Background: an optimization exercise with open tools, aiming at a short achievable clock period. Do not read the settings as production practice. Function was checked by simulation only, so behaviour that the tests miss may differ from the original. No activity file was given, so power comes from the tool's default toggle rates.

## flow/design.v (module list and top-level ports; edited modules follow where they fit)
// module crcfr: 479 lines
// module crcfr_rmux: 357 lines
// module crcfr_o22ai: 3 lines
// module crcfr_o21ai: 3 lines
// module crcfr_nor2: 3 lines
// module crcfr_nand2: 3 lines
// module crcfr_orn2: 3 lines
// module crcfr_inv: 3 lines
// module crcfr_nandn: 3 lines
// module crcfr_mux2i: 3 lines
// module crcfr_xnor2: 3 lines
// module crcfr_rdec: 9 lines
// module crcfr_inv4: 3 lines
module crcfr (
    input  wire        clk,
    input  wire        rst_n,     
    input  wire        sel,       
    input  wire        we,        
    input  wire [1:0]  size,      
    input  wire [5:0]  addr,      
    input  wire [31:0] wdata,
    output reg  [31:0] rdata,
    output wire        buserr,
    output wire        irq
);
  // ...
==> flow/flow/run.sh <==
#!/bin/bash
# Layout: the standard ORFS flow (standard.sh, standard synthesis included),
# with three changes to how the layout is optimised:
#  - the port buffers are inserted as buf_4 cells,
#  - gate sizing may pick cells of any footprint (MATCH_CELL_FOOTPRINT=0),
#  - timing repair aims for 6 ns of setup slack instead of 5.
# make's full output goes to make_finish.log here; ORFS's per-step logs are
# under orfs/logs/.
set -euo pipefail
echo "export BUFFER_PORTS_ARGS = -buffer_cell sky130_fd_sc_hd__buf_4" >> config.mk
bash standard.sh MATCH_CELL_FOOTPRINT=0 SETUP_SLACK_MARGIN=6 finish > make_finish.log 2>&1
==> flow/standard.sh <==
#!/bin/bash
# synth_recipe.tcl (not shown) runs the flow's synth.tcl, then flattens the netlist and writes it again
# the make line also repeats each setting of config.mk as NAME=value (left out here)
make -C /OpenROAD-flow-scripts/flow DESIGN_CONFIG=/design/flow/config.mk WORK_HOME=/design/flow/orfs CLKGATE_MAP_FILE= SYNTH_SCRIPT=/design/flow/synth_recipe.tcl "${@:-finish}"
==> flow/config.mk <==
export PLATFORM = sky130hd
export DESIGN_NAME = crcfr
export DESIGN_NICKNAME = crcfr
export VERILOG_FILES = /design/flow/design.v
export SDC_FILE = /design/flow/constraint.sdc
export NUM_CORES = 4
export LEC_CHECK = 0
export CAP_MARGIN = 20
export CORE_MARGIN = 2
export CORE_UTILIZATION = 40
export SLEW_MARGIN = 20
export SYNTH_HIERARCHICAL = 1
export BUFFER_PORTS_ARGS = -buffer_cell sky130_fd_sc_hd__buf_4
==> flow/constraint.sdc <==
create_clock -name core_clock -period 10.0 [get_ports {clk}]
set_input_delay 2.0000 -clock core_clock [delete_from_list [all_inputs] [get_ports {clk}]]
set_output_delay 2.0000 -clock core_clock [all_outputs]
set_load 0.01 [all_outputs]
==> results.yml, run 1 <==
power:
  power.internal_mw: 2.214
  seqPwrFrac: 0.381
  power_switching_uw: 964.1
  comb_power_share: 0.158
  pg_clk_mw: 1.47
  p_comb_uw: 501
  p_seq_mw: 1.21
  power.density_mw_per_mm2: 95.89
  peakVddDrop_v: 0.0001235
critical_path:
  cp_cell_sequence: "buf_16, clkbuf_16, mux2i_2, o22ai_2, nor2_1, nand2_1, buf_6"
  reg2reg_depth: 11
  critPathCapture: "rdata[12]"
  cpMaxStageDelayCell: "mux2i_2"
timing:
  setup_ws_ns: 4.792
  setup_violations: 0
cells_and_area:
  n_all_buffers: 451
  n_antenna_cell: 6
  drive_gt1_frac: 0.3501
  postLayoutCoreUtil: 0.6170
  area_growth_pct: 52.62
  seq-cell-share: 0.1830
  multiInputGateArea_mm2: 0.01844
floorplanning:
  io_pins: 78
  start_util: 0.4043
  num_rows: 85
detailed_routing:
  wl_met3_um: 23490
  dr.pass1.iters: 11
  post_drt_wl_per_cell_um: 36.38
  wl_met1_um: 50080
synth:
  netlist_area_mm2: 0.02171
  syn_inst: 2909
  syn_nets: 2989
grt:
  grt_first_pass_wirelength_um: 184200
  track_usage: 0.4541
  grt_busiest_layer: "met2"
clock_tree:
  numCtsBuffers: 39
  tritoncts: "built"
run_status:
  outcome: "timing/DRC/antenna clean"
worst_hold_path:
  hp-start: "lim[4]$_SDFFE_PP0P_"
==> module crcfr, before the edit <==
module crcfr (
    input  wire        clk,
    input  wire        rst_n,     
    input  wire        sel,       
    input  wire        we,        
    input  wire [1:0]  size,      
    input  wire [5:0]  addr,      
    input  wire [31:0] wdata,
    output reg  [31:0] rdata,
    output wire        buserr,
    output wire        irq
);
    localparam [3:0] ST_IDLE = 4'd0, ST_RAW = 4'd1, ST_ENC = 4'd2, ST_DEC = 4'd3,
                     ST_SIGGEN = 4'd4, ST_SIGCHK = 4'd5, ST_ERROR = 4'd15;
    localparam [2:0] PH_NONE = 3'd0, PH_LEN = 3'd1, PH_TAG = 3'd2, PH_PAYLOAD = 3'd3,
                     PH_CRC = 3'd4, PH_SIG = 3'd5, PH_END = 3'd6;
    localparam [3:0] E_MALFORMED_TAG = 4'd1, E_TRUNCATED = 4'd2, E_CHECKSUM = 4'd3,
                     E_SIGNATURE = 4'd4, E_ILLEGAL_CMD = 4'd5, E_NOT_ALLOWED = 4'd6,
                     E_UNEXPECTED = 4'd7, E_OVERRUN = 4'd8, E_CONFIG = 4'd9;
    localparam [1:0] SRC_CMD = 2'd0, SRC_DIN = 2'd1, SRC_CONFIG = 2'd2;
    localparam [3:0] R_ID = 4'd0, R_CMD = 4'd1, R_STATUS = 4'd2, R_ERRINFO = 4'd3,
                     R_CRC_STATE = 4'd4, R_CRC_RESULT = 4'd5, R_LEN = 4'd6, R_TAG = 4'd7,
                     R_AVAIL = 4'd8, R_PCOUNT = 4'd9, R_STORED = 4'd10, R_TAGFLAGS = 4'd11,
                     R_DIN = 4'd12, R_DOUT = 4'd13, R_INTEN = 4'd14, R_INTSTAT = 4'd15;
    function [31:0] crc_byte;
        input [31:0] c;
        input [7:0]  b;
        integer k;
        reg [31:0] v;
        begin
            v = c ^ {24'd0, b};
            for (k = 0; k < 8; k = k + 1)
                v = v[0] ? ((v >> 1) ^ 32'hEDB88320) : (v >> 1);
            crc_byte = v;
        end
    endfunction
    function is_letter;
        input [7:0] b;
        begin
            is_letter = (b >= 8'h41 && b <= 8'h5A) || (b >= 8'h61 && b <= 8'h7A);
        end
    endfunction
    function [7:0] be_byte;
        input [31:0] v;
        input [1:0]  i;
        begin
            case (i)
                2'd0: be_byte = v[31:24];
                2'd1: be_byte = v[23:16];
                2'd2: be_byte = v[15:8];
                default: be_byte = v[7:0];
            endcase
        end
    endfunction
    function [7:0] sig_byte;
        input [2:0] i;
        begin
            case (i)
                3'd0: sig_byte = 8'h89;
                3'd1: sig_byte = 8'h50;
                3'd2: sig_byte = 8'h4E;
                3'd3: sig_byte = 8'h47;
                3'd4: sig_byte = 8'h0D;
                3'd5: sig_byte = 8'h0A;
                3'd6: sig_byte = 8'h1A;
                default: sig_byte = 8'h0A;
            endcase
        end
    endfunction
    reg [3:0]  state;
    reg [2:0]  phase;
    reg [2:0]  idx;
    reg [3:0]  err;
    reg        done;
    reg        outv;
    reg [7:0]  outbuf;
    reg        pass;
    reg [3:0]  ei_state;
    reg [2:0]  ei_phase;
    reg [2:0]  ei_idx;
    reg [1:0]  ei_src;
    reg [31:0] crc;
    reg [31:0] len;
    reg [31:0] tag;
    reg [31:0] avail;
    reg [31:0] pcount;
    reg [31:0] stored;
    reg [1:0]  inten;
    reg [1:0]  intstat;
    reg [31:0] left;       
    reg [31:0] lim;        
    reg        lgt;        
    reg        leq;        
    reg [3:0]  let_r;      
    wire legal_acc = (size == 2'd2) && (addr[1:0] == 2'b00);
    wire [3:0] a = addr[5:2];
    assign buserr = sel && !legal_acc;
    wire wr = sel && legal_acc && we;
    wire rd = sel && legal_acc && !we;
    wire w_cmd  = wr && (a == R_CMD);
    wire w_cfg  = wr && (a == R_CRC_STATE || a == R_LEN || a == R_TAG || a == R_AVAIL);
    wire w_din  = wr && (a == R_DIN);
    wire w_ien  = wr && (a == R_INTEN);
    wire w_ist  = wr && (a == R_INTSTAT);
    wire r_dout = rd && (a == R_DOUT) && outv;
    wire [7:0] din = wdata[7:0];
    wire [3:0] op    = wdata[3:0];
    wire       legal = (wdata[31:9] == 23'd0) && (wdata[7:4] == 4'd0) &&
                       (op <= 4'd8) && (!wdata[8] || op == 4'd6);
    wire c_sr  = legal && (op == 4'd1);
    wire c_ab  = legal && (op == 4'd2);
    wire c_crc = legal && (op == 4'd3 || op == 4'd4);
    wire c_ini = legal && (op == 4'd3);
    wire c_enc = legal && (op == 4'd5);
    wire c_dec = legal && (op == 4'd6);
    wire c_sg  = legal && (op == 4'd7);
    wire c_sc  = legal && (op == 4'd8);
    wire [3:0] letter = let_r;    
    wire all_let = &letter;
    wire [31:0] tagflags = {22'd0, all_let & ~tag[13], tag[5], ~tag[13],
                            ~tag[21], ~tag[29], all_let, letter};
    assign irq = |(intstat & inten);
    wire [31:0] status  = {12'd0, irq, pass, outv, done, err, 1'b0, idx, 1'b0, phase, state};
    wire [31:0] errinfo = {18'd0, ei_src, 1'b0, ei_idx, 1'b0, ei_phase, ei_state};
    wire [71:0] rd_sel;
    genvar g;
    generate
        for (g = 0; g < 8; g = g + 1) begin : g_rdec
            wire [3:0] an;
            crcfr_inv4 u_inv (.a(a), .y(an));
            crcfr_rdec u_rdec (.a(a), .an(an), .d(rd_sel[9*g +: 9]));
        end
    endgenerate
    wire [31:0] rdata_w;
    crcfr_rmux u_rmux (.dn(rd_sel), .s({8{a[0]}}), .status(status), .errinfo(errinfo), .crc(crc),
                       .crc_n(~crc), .len(len), .tag(tag), .avail(avail), .pcount(pcount),
                       .stored(stored), .tagflags(tagflags[9:0]), .dout({outv, outbuf}),
                       .inten(inten), .intstat(intstat), .q(rdata_w));
    always @(*) rdata = rdata_w;
    wire s_idle = (state == ST_IDLE);
    wire s_raw  = (state == ST_RAW);
    wire s_enc  = (state == ST_ENC);
    wire s_dec  = (state == ST_DEC);
    wire s_sgen = (state == ST_SIGGEN);
    wire s_schk = (state == ST_SIGCHK);
    wire s_err  = (state == ST_ERROR);
    wire p_len  = (phase == PH_LEN);
    wire p_tag  = (phase == PH_TAG);
    wire p_pay  = (phase == PH_PAYLOAD);
    wire p_crc  = (phase == PH_CRC);
    wire p_sig  = (phase == PH_SIG);
    wire p_end  = (phase == PH_END);
    wire idx3 = (idx == 3'd3);
    wire idx7 = (idx == 3'd7);
    wire [2:0] idx_inc = idx + 3'd1;
    wire len_nz  = (len != 32'd0);
    wire lt12    = (avail < 32'd12);
    wire lt8     = (avail < 32'd8);
    wire pc_last = (left == 32'd1);
    wire [31:0] crc_res   = ~crc;
    wire [31:0] crc_shift = crc_byte(crc, 8'd0);
    wire [31:0] crc_din   = crc_shift ^ crc_byte(32'd0, din);    
    wire [7:0]  tag_b     = be_byte(tag, idx[1:0]);
    wire [31:0] crc_tag   = crc_byte(crc, tag_b);
    wire [31:0] pcount_inc = pcount + 32'd1;
    wire [31:0] avail_dec  = avail - 32'd1;
    wire [31:0] left_dec   = left - 32'd1;
    wire [7:0] lim_b  = be_byte(lim, idx[1:0]);
    wire       b_gt   = (din > lim_b);
    wire       b_eq   = (din == lim_b);
    wire       trunc  = lgt | (leq & b_gt);           
    wire       tag_ok = letter[3] & letter[2] & letter[1] & is_letter(din);   
    wire       chk_ok = (stored[23:0] == crc_res[31:8]) & (din == crc_res[7:0]);
    wire       sig_ok = (din == sig_byte(idx));
    wire d_enc_ok  = s_enc & p_pay & ~outv;
    wire d_pay_ok  = s_dec & p_pay & ~(pass & outv);
    wire din_raise = (s_enc & ~(p_pay & ~outv))
                   | (s_dec & p_len & idx3 & trunc)
                   | (s_dec & p_tag & idx3 & ~tag_ok)
                   | (s_dec & p_pay & pass & outv)
                   | (s_dec & p_crc & idx3 & ~chk_ok)
                   | (s_schk & ~sig_ok)
                   | s_idle | s_sgen;
    reg [3:0] din_code;
    always @(*) begin
        if (s_enc)       din_code = p_pay ? E_OVERRUN : E_UNEXPECTED;
        else if (s_dec)  din_code = p_len ? E_TRUNCATED : p_tag ? E_MALFORMED_TAG :
                                    p_pay ? E_OVERRUN : E_CHECKSUM;
        else if (s_schk) din_code = E_SIGNATURE;
        else             din_code = E_UNEXPECTED;
    end
    reg [3:0] dn_state;
    reg [2:0] dn_phase;
    reg [2:0] dn_idx;
    reg       dn_complete;
    always @(*) begin
        dn_state = state; dn_phase = phase; dn_idx = idx; dn_complete = 1'b0;
        if (s_enc || (s_dec && p_pay)) begin
            if (pc_last) begin dn_phase = PH_CRC; dn_idx = 3'd0; end
        end else if (s_dec) begin
            if (!idx3) dn_idx = idx_inc;
            else begin
                dn_idx = 3'd0;
                if (p_len) dn_phase = PH_TAG;
                else if (p_tag) dn_phase = len_nz ? PH_PAYLOAD : PH_CRC;
                else begin dn_complete = 1'b1; dn_state = ST_IDLE; dn_phase = PH_NONE; end
            end
        end else if (s_schk) begin
            if (!idx7) dn_idx = idx_inc;
            else begin dn_complete = 1'b1; dn_state = ST_IDLE; dn_phase = PH_NONE; dn_idx = 3'd0; end
        end
    end
    reg [3:0] rn_state;
    reg [2:0] rn_phase;
    reg [2:0] rn_idx;
    reg       rn_outv;
    reg [7:0] rn_outbuf;
    reg       rn_complete;
    always @(*) begin
        rn_state = state; rn_phase = phase; rn_idx = idx;
        rn_outv = 1'b0; rn_outbuf = 8'd0; rn_complete = 1'b0;
        if ((s_enc || s_sgen) && p_end) begin
            rn_complete = 1'b1; rn_state = ST_IDLE; rn_phase = PH_NONE; rn_idx = 3'd0;
        end else if (s_enc && (p_len || p_tag || p_crc)) begin
            rn_outv = 1'b1;
            rn_outbuf = p_len ? be_byte(len, idx[1:0]) : p_tag ? tag_b : be_byte(crc_res, idx[1:0]);
            if (!idx3) rn_idx = idx_inc;
            else begin
                rn_idx = 3'd0;
                rn_phase = p_len ? PH_TAG : p_tag ? (len_nz ? PH_PAYLOAD : PH_CRC) : PH_END;
            end
        end else if (s_sgen && p_sig) begin
            rn_outv = 1'b1;
            rn_outbuf = sig_byte(idx);
            if (!idx7) rn_idx = idx_inc;
            else begin rn_idx = 3'd0; rn_phase = PH_END; end
        end
    end
    wire start_ok  = legal & ((c_crc & (s_idle | s_raw)) | ((c_enc | c_dec | c_sg | c_sc) & s_idle));
    wire cmd_raise = ~s_err & (~legal
                   | (c_crc & ~(s_idle | s_raw))
                   | ((c_enc | c_dec | c_sg | c_sc) & ~s_idle)
                   | (c_enc & s_idle & ~all_let)
                   | (c_dec & s_idle & lt12)
                   | (c_sc & s_idle & lt8));
    wire cmd_ill   = ~legal;
    wire cmd_na    = legal & ((c_crc & ~(s_idle | s_raw)) | ((c_enc | c_dec | c_sg | c_sc) & ~s_idle));
    wire [3:0] cmd_code = cmd_ill ? E_ILLEGAL_CMD : cmd_na ? E_NOT_ALLOWED :
                          c_enc ? E_MALFORMED_TAG : c_dec ? E_TRUNCATED : E_SIGNATURE;
    wire [3:0] cmd_ei_state = (cmd_ill | cmd_na) ? state :
                              c_enc ? ST_ENC : c_dec ? ST_DEC : ST_SIGCHK;
    wire [2:0] cmd_ei_phase = (cmd_ill | cmd_na) ? phase : c_sc ? PH_SIG : PH_LEN;
    wire [2:0] cmd_ei_idx   = (cmd_ill | cmd_na) ? idx : 3'd0;
    wire soft_reset = sel & we & (size == 2'd2) & (addr == 6'h04) & (wdata == 32'd1);
    wire abort      = w_cmd & c_ab;
    wire start      = w_cmd & ~s_err & start_ok;
    wire raise = (w_cmd & cmd_raise) | (w_cfg & ~s_err & ~s_idle) | (w_din & din_raise);
    reg [3:0]  n_state;
    reg [2:0]  n_phase;
    reg [2:0]  n_idx;
    reg [3:0]  n_err;
    reg        n_done;
    reg        n_outv;
    reg [7:0]  n_outbuf;
    reg        n_pass;
    reg [3:0]  n_ei_state;
    reg [2:0]  n_ei_phase;
    reg [2:0]  n_ei_idx;
    reg [1:0]  n_ei_src;
    reg [31:0] n_crc;
    reg [31:0] n_len;
    reg [31:0] n_tag;
    reg [31:0] n_avail;
    reg [31:0] n_pcount;
    reg [31:0] n_stored;
    reg [1:0]  n_inten;
    reg [1:0]  n_intstat;
    reg [31:0] n_left;
    reg [31:0] n_lim;
    reg        n_lgt;
    reg        n_leq;
    reg [3:0]  n_let;
    always @(*) begin
        n_state    = state;
        n_phase    = phase;
        n_idx      = idx;
        n_err      = err;
        n_done     = done;
        n_outv     = outv;
        n_outbuf   = outbuf;
        n_pass     = pass;
        n_ei_state = ei_state;
        n_ei_phase = ei_phase;
        n_ei_idx   = ei_idx;
        n_ei_src   = ei_src;
        n_crc      = crc;
        n_len      = len;
        n_tag      = tag;
        n_avail    = avail;
        n_pcount   = pcount;
        n_stored   = stored;
        n_inten    = inten;
        n_intstat  = intstat;
        n_left     = left;
        n_lim      = lim;
        n_lgt      = lgt;
        n_leq      = leq;
        n_let      = let_r;
        if (w_cmd) begin
            if (start) begin
                if (c_crc) begin
                    n_pass = 1'b0;
                    if (c_ini) begin n_crc = 32'hFFFFFFFF; n_pcount = 32'd0; end
                end else if (c_enc) begin
                    n_pass = 1'b0; n_crc = 32'hFFFFFFFF; n_pcount = 32'd0; n_left = len;
                end else if (c_dec) begin
                    n_pass = !wdata[8]; n_crc = 32'hFFFFFFFF; n_pcount = 32'd0;
                    n_len = 32'd0; n_tag = 32'd0; n_stored = 32'd0; n_let = 4'd0;
                    n_left = 32'd0; n_lim = avail - 32'd12; n_lgt = 1'b0; n_leq = 1'b1;
                end else begin
                    n_pass = 1'b0;
                end
            end
        end
        if (w_cfg && s_idle) begin
            case (a)
                R_CRC_STATE: n_crc   = wdata;
                R_LEN:       n_len   = wdata;
                R_TAG:       begin
                                 n_tag = wdata;
                                 n_let = {is_letter(wdata[7:0]), is_letter(wdata[15:8]),
                                          is_letter(wdata[23:16]), is_letter(wdata[31:24])};
                             end
                default:     n_avail = wdata;
            endcase
        end
        if (w_din) begin
            if (s_raw || d_enc_ok || (s_dec && p_tag) || d_pay_ok)
                n_crc = crc_din;
            if (s_raw || d_enc_ok || d_pay_ok)
                n_pcount = pcount_inc;
            if (d_enc_ok || d_pay_ok)
                n_left = left_dec;
            if (s_dec && !(p_pay && pass && outv) || s_schk)
                n_avail = avail_dec;
            if (s_dec && p_len) begin
                n_len  = {len[23:0], din};
                n_left = {left[23:0], din};
                n_lgt  = lgt | (leq & b_gt);
                n_leq  = leq & b_eq;
            end
            if (s_dec && p_tag) begin
                n_tag = {tag[23:0], din};
                n_let = {is_letter(din), let_r[3:1]};
            end
            if (s_dec && p_crc)
                n_stored = {stored[23:0], din};
        end
        if (r_dout && s_enc && p_tag)
            n_crc = crc_tag;
        if (w_ien)
            n_inten = wdata[1:0];
        if (raise) begin
            n_state    = ST_ERROR;
            n_phase    = PH_NONE;
            n_idx      = 3'd0;
            n_outv     = 1'b0;
            n_outbuf   = 8'd0;
            n_done     = 1'b0;
            n_intstat  = intstat | 2'b10;
            if (w_cmd) begin
                n_err = cmd_code; n_ei_src = SRC_CMD;
                n_ei_state = cmd_ei_state; n_ei_phase = cmd_ei_phase; n_ei_idx = cmd_ei_idx;
            end else if (w_cfg) begin
                n_err = E_CONFIG; n_ei_src = SRC_CONFIG;
                n_ei_state = state; n_ei_phase = phase; n_ei_idx = idx;
            end else begin
                n_err = din_code; n_ei_src = SRC_DIN;
                n_ei_state = state; n_ei_phase = phase; n_ei_idx = idx;
            end
        end else if (w_cmd) begin
            if (abort) begin
                n_state = ST_IDLE; n_phase = PH_NONE; n_idx = 3'd0; n_err = 4'd0;
                n_ei_state = 4'd0; n_ei_phase = 3'd0; n_ei_idx = 3'd0; n_ei_src = 2'd0;
                n_done = 1'b0; n_outv = 1'b0; n_outbuf = 8'd0;
            end else if (start) begin
                n_done = 1'b0;
                n_idx  = 3'd0;
                n_outv = 1'b0; n_outbuf = 8'd0;
                if (c_crc) begin
                    n_state = ST_RAW; n_phase = PH_NONE;
                end else if (c_enc) begin
                    n_state = ST_ENC; n_phase = PH_LEN; n_idx = 3'd1;
                    n_outv = 1'b1; n_outbuf = len[31:24];
                end else if (c_dec) begin
                    n_state = ST_DEC; n_phase = PH_LEN;
                end else if (c_sg) begin
                    n_state = ST_SIGGEN; n_phase = PH_SIG; n_idx = 3'd1;
                    n_outv = 1'b1; n_outbuf = 8'h89;
                end else begin
                    n_state = ST_SIGCHK; n_phase = PH_SIG;
                end
            end
        end else if (w_din) begin
            if (!s_err && !s_raw) begin
                n_state = dn_state; n_phase = dn_phase; n_idx = dn_idx;
                if (dn_complete) begin
                    n_done = 1'b1; n_intstat = intstat | 2'b01;
                end
                if (d_enc_ok || (d_pay_ok && pass)) begin
                    n_outv = 1'b1; n_outbuf = din;
                end
            end
        end else if (r_dout) begin
            n_state = rn_state; n_phase = rn_phase; n_idx = rn_idx;
            n_outv = rn_outv; n_outbuf = rn_outbuf;
            if (rn_complete) begin
                n_done = 1'b1; n_intstat = intstat | 2'b01;
            end
        end else if (w_ist) begin
            n_intstat = intstat & ~wdata[1:0];
        end
    end
    always @(posedge clk) begin
        if (!rst_n || soft_reset) begin
            state    <= ST_IDLE;
            phase    <= PH_NONE;
            idx      <= 3'd0;
            err      <= 4'd0;
            done     <= 1'b0;
            outv     <= 1'b0;
            outbuf   <= 8'd0;
            pass     <= 1'b0;
            ei_state <= 4'd0;
            ei_phase <= 3'd0;
            ei_idx   <= 3'd0;
            ei_src   <= 2'd0;
            crc      <= 32'hFFFFFFFF;
            len      <= 32'd0;
            tag      <= 32'd0;
            avail    <= 32'd0;
            pcount   <= 32'd0;
            stored   <= 32'd0;
            inten    <= 2'd0;
            intstat  <= 2'd0;
            left     <= 32'd0;
            lim      <= 32'd0;
            lgt      <= 1'b0;
            leq      <= 1'b0;
            let_r    <= 4'd0;
        end else begin
            state    <= n_state;
            phase    <= n_phase;
            idx      <= n_idx;
            err      <= n_err;
            done     <= n_done;
            outv     <= n_outv;
            outbuf   <= n_outbuf;
            pass     <= n_pass;
            ei_state <= n_ei_state;
            ei_phase <= n_ei_phase;
            ei_idx   <= n_ei_idx;
            ei_src   <= n_ei_src;
            crc      <= n_crc;
            len      <= n_len;
            tag      <= n_tag;
            avail    <= n_avail;
            pcount   <= n_pcount;
            stored   <= n_stored;
            inten    <= n_inten;
            intstat  <= n_intstat;
            left     <= n_left;
            lim      <= n_lim;
            lgt      <= n_lgt;
            leq      <= n_leq;
            let_r    <= n_let;
        end
    end
endmodule
==> run 2, diff against run 1 <==
--- a/flow/design.v
+++ b/flow/design.v
@@ -94,25 +94,12 @@
     reg [3:0]  let_r;      
-    wire legal_acc = (size == 2'd2) && (addr[1:0] == 2'b00);
     wire [3:0] a = addr[5:2];
-    assign buserr = sel && !legal_acc;
-    wire wr = sel && legal_acc && we;
-    wire rd = sel && legal_acc && !we;
-    wire w_cmd  = wr && (a == R_CMD);
-    wire w_cfg  = wr && (a == R_CRC_STATE || a == R_LEN || a == R_TAG || a == R_AVAIL);
-    wire w_din  = wr && (a == R_DIN);
-    wire w_ien  = wr && (a == R_INTEN);
-    wire w_ist  = wr && (a == R_INTSTAT);
-    wire r_dout = rd && (a == R_DOUT) && outv;
+    wire wr, rd, w_cmd, w_cfg, w_din, w_ien, w_ist, r_dsel, legal;
+    wire c_sr, c_ab, c_crc, c_ini, c_enc, c_dec, c_sg, c_sc, rst_any;
+    crcfr_busdec u_busdec (.rst_n(rst_n), .sel(sel), .we(we), .size(size), .addr(addr), .wdata(wdata),
+                           .buserr(buserr), .wr(wr), .rd(rd), .w_cmd(w_cmd), .w_cfg(w_cfg),
+                           .w_din(w_din), .w_ien(w_ien), .w_ist(w_ist), .r_dsel(r_dsel),
+                           .legal(legal), .c_sr(c_sr), .c_ab(c_ab), .c_crc(c_crc), .c_ini(c_ini),
+                           .c_enc(c_enc), .c_dec(c_dec), .c_sg(c_sg), .c_sc(c_sc), .rst_any(rst_any));
+    wire r_dout = r_dsel && outv;
     wire [7:0] din = wdata[7:0];
-    wire [3:0] op    = wdata[3:0];
-    wire       legal = (wdata[31:9] == 23'd0) && (wdata[7:4] == 4'd0) &&
-                       (op <= 4'd8) && (!wdata[8] || op == 4'd6);
-    wire c_sr  = legal && (op == 4'd1);
-    wire c_ab  = legal && (op == 4'd2);
-    wire c_crc = legal && (op == 4'd3 || op == 4'd4);
-    wire c_ini = legal && (op == 4'd3);
-    wire c_enc = legal && (op == 4'd5);
-    wire c_dec = legal && (op == 4'd6);
-    wire c_sg  = legal && (op == 4'd7);
-    wire c_sc  = legal && (op == 4'd8);
     wire [3:0] letter = let_r;    
@@ -253,3 +240,2 @@
     wire [2:0] cmd_ei_idx   = (cmd_ill | cmd_na) ? idx : 3'd0;
-    wire soft_reset = sel & we & (size == 2'd2) & (addr == 6'h04) & (wdata == 32'd1);
     wire abort      = w_cmd & c_ab;
@@ -424,3 +410,3 @@
     always @(posedge clk) begin
-        if (!rst_n || soft_reset) begin
+        if (rst_any) begin
             state    <= ST_IDLE;
@@ -479,2 +465,53 @@
 endmodule
+module crcfr_busdec (
+    input  wire        rst_n,
+    input  wire        sel,
+    input  wire        we,
+    input  wire [1:0]  size,
+    input  wire [5:0]  addr,
+    input  wire [31:0] wdata,
+    output wire        buserr,
+    output wire        wr,
+    output wire        rd,
+    output wire        w_cmd,
+    output wire        w_cfg,
+    output wire        w_din,
+    output wire        w_ien,
+    output wire        w_ist,
+    output wire        r_dsel,
+    output wire        legal,
+    output wire        c_sr,
+    output wire        c_ab,
+    output wire        c_crc,
+    output wire        c_ini,
+    output wire        c_enc,
+    output wire        c_dec,
+    output wire        c_sg,
+    output wire        c_sc,
+    output wire        rst_any
+);
+    wire legal_acc = (size == 2'd2) && (addr[1:0] == 2'b00);
+    wire [3:0] a = addr[5:2];
+    assign buserr = sel && !legal_acc;
+    assign wr = sel && legal_acc && we;
+    assign rd = sel && legal_acc && !we;
+    assign w_cmd  = wr && (a == 4'd1);
+    assign w_cfg  = wr && (a == 4'd4 || a == 4'd6 || a == 4'd7 || a == 4'd8);
+    assign w_din  = wr && (a == 4'd12);
+    assign w_ien  = wr && (a == 4'd14);
+    assign w_ist  = wr && (a == 4'd15);
+    assign r_dsel = rd && (a == 4'd13);
+    wire [3:0] op = wdata[3:0];
+    assign legal = (wdata[31:9] == 23'd0) && (wdata[7:4] == 4'd0) &&
+                   (op <= 4'd8) && (!wdata[8] || op == 4'd6);
+    assign c_sr  = legal && (op == 4'd1);
+    assign c_ab  = legal && (op == 4'd2);
+    assign c_crc = legal && (op == 4'd3 || op == 4'd4);
+    assign c_ini = legal && (op == 4'd3);
+    assign c_enc = legal && (op == 4'd5);
+    assign c_dec = legal && (op == 4'd6);
+    assign c_sg  = legal && (op == 4'd7);
+    assign c_sc  = legal && (op == 4'd8);
+    assign rst_any = !rst_n || (w_cmd && wdata == 32'd1);
+endmodule
 module crcfr_rmux (
==> run 2 against run 1 <==
Compared with the run above:
- first-iteration DRC count down 5.1%
- clock skew decreased by 0.0096 ns
- critical path depth is 1 lower
- combinational power decreased by 8.4%
- non-clock buffer count shrank 112
- register-to-register slack lost 0.09 ns
- worst setup slack worse by 0.086 ns
- cell area is 2.1% lower
- sequential share of layout area grew 0.39 points
==> results.yml, run 2 <==
run_status:
  outcome: "timing/DRC/antenna clean"
timing:
  holdWs_ns: 0.4624
  layout_min_cycle_time_ns: 5.294
  slew_violations: 0
  clock-skew-final_ns: 0.01666
  setup_tns_ns: 0
  fmax_mhz: 188.9
  rsz0062_at_grt: "yes"
  setup_violations: 0
  hold_viol: 0
  period_share: 0.5294
  setup_ws_ns: 4.706
  slew_headroom: 0.1713
  worst_pin_slew_ns: 1.232
clock_tree:
  numCtsBuffers: 39
  clk_pin_slew_ns: 0.06
  cts_sinks: 303
  clock_tree.buffer_depth: 3
  worstSkewPairLatency_ns: 0.61
  tritoncts: "built"
  h-tree-depth: 2
  cts_root_buffer: "clkbuf_16"
detailed_routing:
  route.vias.total: 27426
  drcViolationCount: 0
  vias_per_cell: 7.133
  post_drt_wl_per_cell_um: 34.17
  dr.pass1.iters: 14
  drtIter0Drc: 4900
  wl_um: 131400
  antenna_left: 0
critical_path:
  cp_max_fo: 11
  reg2reg_from: "idx[1]$_SDFFE_PP0P_"
  crit_family: "multiplexers"
  cp_cell_sequence: "clkbuf_16, mux2i_4, o22ai_2, nor2_1, nand2_1, buf_4"
  crit_type: "in -> out"
  cp.arrival_ns: 3.29
  reg2reg_depth: 14
  cpMaxStageDelayCell: "mux2i_4"
  worst_setup_path_start_kind: "primary input"
  critPathBufInv: 2
  max_stage_delay_ns: 0.50
  reg2reg_to: "ei_idx[2]$_SDFFE_PP0P_"
  critPathRequiredTime_ns: 8.00
  rrSetupSlack_ns: 5.58
  cp-end-kind: "primary output"
synth:
  syn_nets: 3006
  syn_inst: 2927
  netlist_area_mm2: 0.02207
  syn_area_per_cell_um2: 7.540
  yosysWarnings: 7
grt:
  grt_first_pass_wirelength_um: 175800
  grt_max_degree: 82
  grt_overflow: 0
  antenna_found_initial: 6
  grt_pass1_vias: 24395
  track_usage: 0.4240
cells_and_area:
  register_area_mm2: 0.006067
  stdcell_count: 3845
  area_growth_pct: 47.04
  postLayoutCoreUtil: 0.5925
  multiInputGateArea_mm2: 0.01902
  layout_common_cells: "dfxtp_1 (302), nand2_1 (283), nor2_1 (277), xnor2_1 (179), buf_4 (146)"
  final_nets: 3190
  drive_gt1_frac: 0.3365
  n_fill_cell: 4650
  final_common_cell: "dfxtp_1"
job:
  cap_violations: 0
placement:
  preCtsSetupSlack_ns: 3.429
  hpwlAfterDp_um: 73310
  port_buffers: 77
  placedCellCount: 3550
  gp_congestion: 1.011
floorplanning:
  num_rows: 86
  die_h_um: 238.9
  die_area_mm2: 0.05707
  io_pins: 78
  core_mm2: 0.05477
  die_x_um: 238.9
  start_util: 0.4029
worst_hold_path:
  hp-start: "ei_phase[1]$_SDFFE_PP0P_"
  whs_path_depth: 2
  hold_path_class: "reg -> reg"
  holdPathEnd: "ei_phase[1]$_SDFFE_PP0P_"
power:
  power.density_mw_per_mm2: 96.62
  p_leak_nw: 11.45
  peakVddDrop_v: 0.0001361
run 2: what timing repair did:
item,in CTS,in global routing
gates cloned,54,22
resized for setup,426,499
hold buffers,0,0
pin swaps,124,219
setup endpoints to repair,336,336
buffers inserted,86,62
run 2: layout make-up:
class	count	share of cell area
Inverter	124	0.02186
Timing Repair Buffer	339	0.1383
Clock buffer	54	0.03459
Multi-Input combinational cell	2304	0.5861
Clock inverter	11	0.004627
Sequential cell	303	0.1870
Antenna cell	6	0.0004627
Tap cell	704	0.02714
run 2: how the worst max path moves through the flow:
stage / start / endpoint / slack [ns] / cells after the start
floorplan: wdata[29] / crc[23]$_SDFF_PP1_ / 5.40 / 13
global placement: addr[2] / rdata[6] / 3.46 / 7
detailed placement: addr[2] / rdata[6] / 3.43 / 7
CTS: addr[5] / rdata[2] / 4.96 / 8
global route: addr[2] / rdata[1] / 4.74 / 6
finish: addr[2] / rdata[1] / 4.71 / 6
run 2: tightest hold or removal path, delay by kind of cell, from the launching register on:
family / cells / cell delay (ns)
DFF: 1 / 0.31
and+or+nand+nor: 1 / 0.05
muxes: 1 / 0.05
run 2: routing by layer:
layer / vias up / track usage / wire [um]
li1: 11112 / - / -
met1: 13031 / 0.5428 / 46690
met2: 2509 / 0.5835 / 50420
met3: 768 / 0.1500 / 21180
met4: 6 / 0.3093 / 12920
met5: - / 0 / 180
run 2: power by group:
part | total, mW | switching (mW) | internal, mW
clock | 1.47 | 0.630 | 0.837
combinational | 0.459 | 0.286 | 0.173
sequential | 1.21 | 0.00180 | 1.21
total | 3.14 | 0.918 | 2.22
run 2: metrics by stage:
stage          cell area [um2]  total power, mW
6_report                 32450            3.135
5_1_grt                  32430            3.171
4_1_cts                  29020            3.053
3_5_place_dp             24040            1.531
3_3_place_gp             24040            1.529
2_1_floorplan            23170            1.396

[static timing again, ports no longer ideal]
The results above use ideal ports. As a check the final layouts listed here were re-extracted and re-timed, cells and wires unchanged. Step 1 assumes that a clkbuf_16 drives the clock port and a buf_2 every other input. Step 2 times the ports against the registers' clock, not the clock port: input delays grow and output delays shrink by t, the midpoint of the rising clock arrivals with the driver on. a / b / c = no drivers / after step 1 / after step 2; a / b = the first two.
| run | shift t [ns] | slack for setup (ns) | hold slack, ns | clock arrival spread, ns | pins driven straight from the clock port |
|---|---|---|---|---|---|
| run 1 | 0.657 | 4.792 / 4.285 / 4.285 | 0.455 / 0.455 / 0.455 | 0.027 / 0.027 | 1 |
| run 2 | 0.667 | 4.706 / 4.044 / 4.044 | 0.462 / 0.462 / 0.462 | 0.017 / 0.017 | 1 |
After both steps setup and hold are still met in every run listed. The setup slack of run 2, which loses most, moves by -0.662 ns with the drivers and by -0.662 ns with both steps.
